This is an optimization exercise on Yosys and OpenROAD, whose aim is small area, a short achievable clock period and few clock cycles per item, not a production implementation. In this exercise RTL edits were held to simulation tests only and were not proved equivalent to the original.

==> inputs of branch nickel <==
Design scrypt_pbkdf2, start of the top module:
module scrypt_pbkdf2 (
    input  wire          clk,
    input  wire          rst,         
    input  wire          in_valid,
    output wire          in_ready,
    input  wire          in_mode,     
    input  wire [639:0]  in_hdr,
    input  wire [1023:0] in_b,
    output wire          out_valid,
    input  wire          out_ready,
    output wire [1023:0] out_data
);
    localparam [1:0] S_IDLE = 2'd0, S_RUN = 2'd1, S_DONE = 2'd2;
    localparam [255:0] H0 = {32'h6a09e667, 32'hbb67ae85, 32'h3c6ef372, 32'ha54ff53a,
                             32'h510e527f, 32'h9b05688c, 32'h1f83d9ab, 32'h5be0cd19};
    localparam [1:0] C_H0 = 2'd0, C_X = 2'd1, C_O0 = 2'd2;
    localparam [2:0] D_X = 3'd0, D_O0 = 3'd1, D_O1 = 3'd2, D_O2 = 3'd3, D_O3 = 3'd4;
    localparam [3:0] M_P0 = 4'd0, M_P1K = 4'd1, M_P1C = 4'd2, M_KIP = 4'd3, M_KOP = 4'd4,
                     M_INR = 4'd5, M_S0 = 4'd6, M_S1 = 4'd7, M_S2 = 4'd8;
    reg  [1:0]    state;
    reg  [5:0]    u;
    reg  [3:0]    step;
    reg           mode_q;
    reg  [31:0]   a, b, c, d, e, f, g, h;
    reg  [31:0]   p0, p1;         
    reg  [511:0]  win;            
    reg  [255:0]  o0, o1, o2, o3, x;
    function [31:0] bswap(input [31:0] v);
  ...
==> module sha256_round, before the edit <==
module sha256_round (
    input  wire [31:0] a_i, b_i, c_i, d_i, e_i, f_i, g_i,
    input  wire [31:0] p0_i,
    input  wire [31:0] p1_i,
    output wire [255:0] s_o           
);
    function [31:0] bsig0(input [31:0] x);
        bsig0 = {x[1:0], x[31:2]} ^ {x[12:0], x[31:13]} ^ {x[21:0], x[31:22]};
    endfunction
    function [31:0] bsig1(input [31:0] x);
        bsig1 = {x[5:0], x[31:6]} ^ {x[10:0], x[31:11]} ^ {x[24:0], x[31:25]};
    endfunction
    function [31:0] ch(input [31:0] x, input [31:0] y, input [31:0] z);
        ch = (x & y) ^ (~x & z);
    endfunction
    function [31:0] maj(input [31:0] x, input [31:0] y, input [31:0] z);
        maj = (x & y) | (x & z) | (y & z);
    endfunction
    function [63:0] csa(input [31:0] x, input [31:0] y, input [31:0] z);
        csa = {((x & y) | (x & z) | (y & z)) << 1, x ^ y ^ z};
    endfunction
    wire [63:0] ta  = csa(p0_i, bsig1(e_i), ch(e_i, f_i, g_i));           
    wire [63:0] ea  = csa(d_i, ta[31:0], ta[63:32]);                     
    wire [31:0] e1  = ea[31:0] + ea[63:32];
    wire [63:0] aa0 = csa(bsig0(a_i), maj(a_i, b_i, c_i), ta[31:0]);
    wire [63:0] aa1 = csa(aa0[31:0], aa0[63:32], ta[63:32]);            
    wire [31:0] a1  = aa1[31:0] + aa1[63:32];
    wire [63:0] tb  = csa(p1_i, bsig1(e1), ch(e1, e_i, f_i));
    wire [63:0] eb  = csa(c_i, tb[31:0], tb[63:32]);
    wire [31:0] e2  = eb[31:0] + eb[63:32];
    wire [63:0] ab0 = csa(bsig0(a1), maj(a1, a_i, b_i), tb[31:0]);
    wire [63:0] ab1 = csa(ab0[31:0], ab0[63:32], tb[63:32]);
    wire [31:0] a2  = ab1[31:0] + ab1[63:32];
    assign s_o = {a2, a1, a_i, b_i, e2, e1, e_i, f_i};
endmodule
export LEC_CHECK = 0
export CAP_MARGIN = 20
export CORE_AREA = 5 5 995 995
export DIE_AREA = 0 0 1000 1000
export PLACE_DENSITY = 0.5
export SLEW_MARGIN = 20
create_clock -name core_clock -period 24.0 [get_ports {clk}]
standard.sh (not shown) runs the stock make flow with config.mk's settings and CLKGATE_MAP_FILE= SYNTH_SCRIPT=/design/flow/synth_recipe.tcl, a recipe that flattens the netlist after the stock synthesis.
==> flow/flow/run.sh <==
#!/bin/bash
# The standard layout (the standard.sh: standard synthesis, floorplan,
# placement, CTS, routing) with two changes to how it is made:
#  - the resizer's timing repair aims at a setup slack margin, so that it
#    sizes and buffers the critical paths for a shorter achieved period;
#  - every input and output port still gets its buffer, but a plain buf_1
#    instead of the delay-buffer cell buffer_ports picks by default.
# The clock period and the constraints are the design's own (constraint.sdc
# is used unchanged). make's full output goes to run_make.log, each step's to
# orfs/logs/.
set -euo pipefail
bash standard.sh SETUP_SLACK_MARGIN=15 'BUFFER_PORTS_ARGS=-buffer_cell sky130_fd_sc_hd__buf_1' finish > run_make.log 2>&1
==> branch indigo (differences from branch nickel) <==
==> flow/run.sh (new file) <==
#!/bin/bash
# synth_recipe.tcl (not shown) runs the flow's synth.tcl, then flattens the netlist and writes it again
# the make line also repeats each setting of config.mk as NAME=value (left out here)
make -C /OpenROAD-flow-scripts/flow DESIGN_CONFIG=/design/flow/config.mk WORK_HOME=/design/flow/orfs CLKGATE_MAP_FILE= SYNTH_SCRIPT=/design/flow/synth_recipe.tcl finish
removed: flow/flow/run.sh
removed: flow/standard.sh
==> branch quartz (differences from branch nickel) <==
--- a/flow/design.v
+++ b/flow/design.v
@@ -65,14 +65,25 @@
     wire [63:0] ea  = csa(d_i, ta[31:0], ta[63:32]);                     
-    wire [31:0] e1  = ea[31:0] + ea[63:32];
+    wire [31:0] e1;
+    add32 u_e1 (.x_i(ea[31:0]), .y_i(ea[63:32]), .s_o(e1));
     wire [63:0] aa0 = csa(bsig0(a_i), maj(a_i, b_i, c_i), ta[31:0]);
     wire [63:0] aa1 = csa(aa0[31:0], aa0[63:32], ta[63:32]);            
-    wire [31:0] a1  = aa1[31:0] + aa1[63:32];
+    wire [31:0] a1;
+    add32 u_a1 (.x_i(aa1[31:0]), .y_i(aa1[63:32]), .s_o(a1));
     wire [63:0] tb  = csa(p1_i, bsig1(e1), ch(e1, e_i, f_i));
     wire [63:0] eb  = csa(c_i, tb[31:0], tb[63:32]);
-    wire [31:0] e2  = eb[31:0] + eb[63:32];
+    wire [31:0] e2;
+    add32 u_e2 (.x_i(eb[31:0]), .y_i(eb[63:32]), .s_o(e2));
     wire [63:0] ab0 = csa(bsig0(a1), maj(a1, a_i, b_i), tb[31:0]);
     wire [63:0] ab1 = csa(ab0[31:0], ab0[63:32], tb[63:32]);
-    wire [31:0] a2  = ab1[31:0] + ab1[63:32];
+    wire [31:0] a2;
+    add32 u_a2 (.x_i(ab1[31:0]), .y_i(ab1[63:32]), .s_o(a2));
     assign s_o = {a2, a1, a_i, b_i, e2, e1, e_i, f_i};
 endmodule
+module add32 (
+    input  wire [31:0] x_i,
+    input  wire [31:0] y_i,
+    output wire [31:0] s_o
+);
+    assign s_o = x_i + y_i;
+endmodule
 module scrypt_pbkdf2 (
==> flow/flow/run.sh (replaced) <==
#!/bin/bash
# The standard layout (the standard.sh: standard synthesis, floorplan,
# placement, CTS, routing) with three changes to how it is made:
#  - the resizer's timing repair aims at a setup slack margin, so that it
#    sizes and buffers the critical paths for a shorter achieved period;
#  - every input and output port still gets its buffer, but a plain buf_1
#    instead of the delay-buffer cell buffer_ports picks by default;
#  - after global placement, move_bufs.tcl pulls input port buffers that
#    landed far from their pins back towards them (antenna safety of the
#    undriven pin nets).
# The clock period and the constraints are the design's own (constraint.sdc
# is used unchanged). make's full output goes to run_make.log, each step's to
# orfs/logs/.
set -euo pipefail
bash standard.sh SETUP_SLACK_MARGIN=16 \
  'BUFFER_PORTS_ARGS=-buffer_cell sky130_fd_sc_hd__buf_1' \
  "POST_GLOBAL_PLACE_TCL=$(pwd)/flow/move_bufs.tcl" \
  finish > run_make.log 2>&1
==> flow/flow/move_bufs.tcl (new file) <==
# Sourced after global placement (ORFS hook POST_GLOBAL_PLACE_TCL).
# An input port's net runs from the pin to the port's buffer, with no driver
# cell on it, so a long such net is an antenna risk. Pull each input port
# buffer that global placement left far from its pin to at most MAXD from the
# pin, along the line towards where it was; detailed placement legalizes.
set maxd [expr {350 * 1000}]
set block [ord::get_db_block]
set core [$block getCoreArea]
set cx0 [expr {[$core xMin] + 2000}]
set cy0 [expr {[$core yMin] + 2000}]
set cx1 [expr {[$core xMax] - 6000}]
set cy1 [expr {[$core yMax] - 6000}]
set moved 0
foreach bterm [$block getBTerms] {
  if {[$bterm getIoType] != "INPUT"} { continue }
  set net [$bterm getNet]
  if {$net == "NULL"} { continue }
  set iterms [$net getITerms]
  if {[llength $iterms] != 1} { continue }
  set inst [[lindex $iterms 0] getInst]
  if {[$inst isFixed]} { continue }
  set bb [$bterm getBBox]
  set px [expr {([$bb xMin] + [$bb xMax]) / 2}]
  set py [expr {([$bb yMin] + [$bb yMax]) / 2}]
  set loc [$inst getLocation]
  set ix [lindex $loc 0]
  set iy [lindex $loc 1]
  set d [expr {abs($ix - $px) + abs($iy - $py)}]
  if {$d <= $maxd} { continue }
  set f [expr {double($maxd) / $d}]
  set nx [expr {int($px + ($ix - $px) * $f)}]
  set ny [expr {int($py + ($iy - $py) * $f)}]
  set nx [expr {max($cx0, min($nx, $cx1))}]
  set ny [expr {max($cy0, min($ny, $cy1))}]
  $inst setLocation $nx $ny
  incr moved
}
puts "move_bufs: moved $moved input port buffers to within [expr {$maxd / 1000}] um of their pins"
Settings changed: CAP_MARGIN 20 to 35, PLACE_DENSITY 0.5 to 0.4, SLEW_MARGIN 20 to 35, SYNTH_HIERARCHICAL set to 1, SYNTH_MINIMUM_KEEP_SIZE set to 0.
==> run summary <==
* Pins over their slew limit at 2
* Register share of the cell area at around 32%
* Adder and majority cell fraction of the synthesized area at a little over an eighth
* # clock sinks at around 2200
* Reasons for failing layout checks: antenna violations, max-capacitance violations, max-slew violations
* Max capacitance violation total at 1
* Proportion of layout cells with a drive suffix above 1 at 14.1%
* Antenna-violating nets left at 8
* Status: finished with violations
* Iteration count of the initial detailed-routing pass at 9
The numbers above come from branch indigo.

==> run summary <==
* Status: finished clean
* Iteration count of the initial detailed-routing pass at 9
* Pins over their slew limit at 0
* End of the worst hold path: win[75]$_DFF_P_
* Register share of the cell area at between 30% and 40%
* Proportion of layout cells with a drive suffix above 1 at between 10% and 20%
* Max capacitance violation total at 0
The numbers above come from branch quartz.

==> run summary <==
* Status: finished clean
* Post-DR vias/cell at around 4.2
* Postcts setup bufs at 67
* Iteration count of the initial detailed-routing pass at 8
* Pins over their slew limit at 0
* # clock sinks at approximately 2200
* Main combinational cell family by area after synthesis: compound AO/OA/AOI/OAI gates
* Antenna-violating nets left at 0
* Register share of the cell area at between 30% and 40%
The numbers above come from branch nickel.

Testbench counts of branch nickel, summed over its fixed seeds: cycles 45,832, items 128.
Testbench counts of branch indigo, summed over its fixed seeds: cycles 45,832, items 128.
Testbench counts of branch quartz, summed over its fixed seeds: cycles 45,832, items 128.

-- static timing again, ports no longer ideal --
How much do the figures lean on ideal ports? The routed layouts below were timed once more, with nothing changed but the port constraints.
Step 1 sets driving cells, clkbuf_16 on the clock port and buf_2 on the other inputs (assumed; they add their load-dependent delay and slew).
Step 2, shift: input delay + t, output delay - t, t = (earliest + latest rising clock arrival at the registers) / 2. This alone moves slack from input paths to output paths.
a / b / c = ideal ports / drivers / drivers and shift; a / b = the first two.
run | shift t [ns] | setup WS [ns] | worst hold slack (ns) | worst register clock-pin slew, ns
branch nickel | 1.077 | 14.349 / 14.349 / 14.139 | 0.204 / 0.204 / 0.204 | 0.09 / 0.09
branch indigo | 1.089 | 12.165 / 12.165 / 12.165 | 0.274 / 0.274 / 0.274 | 0.08 / 0.08
branch quartz | 1.079 | 15.791 / 15.791 / 15.651 | 0.213 / 0.213 / 0.213 | 0.09 / 0.09
The setup slack of branch nickel, which loses most, moves by 0.000 ns with the drivers and by -0.210 ns with both steps.
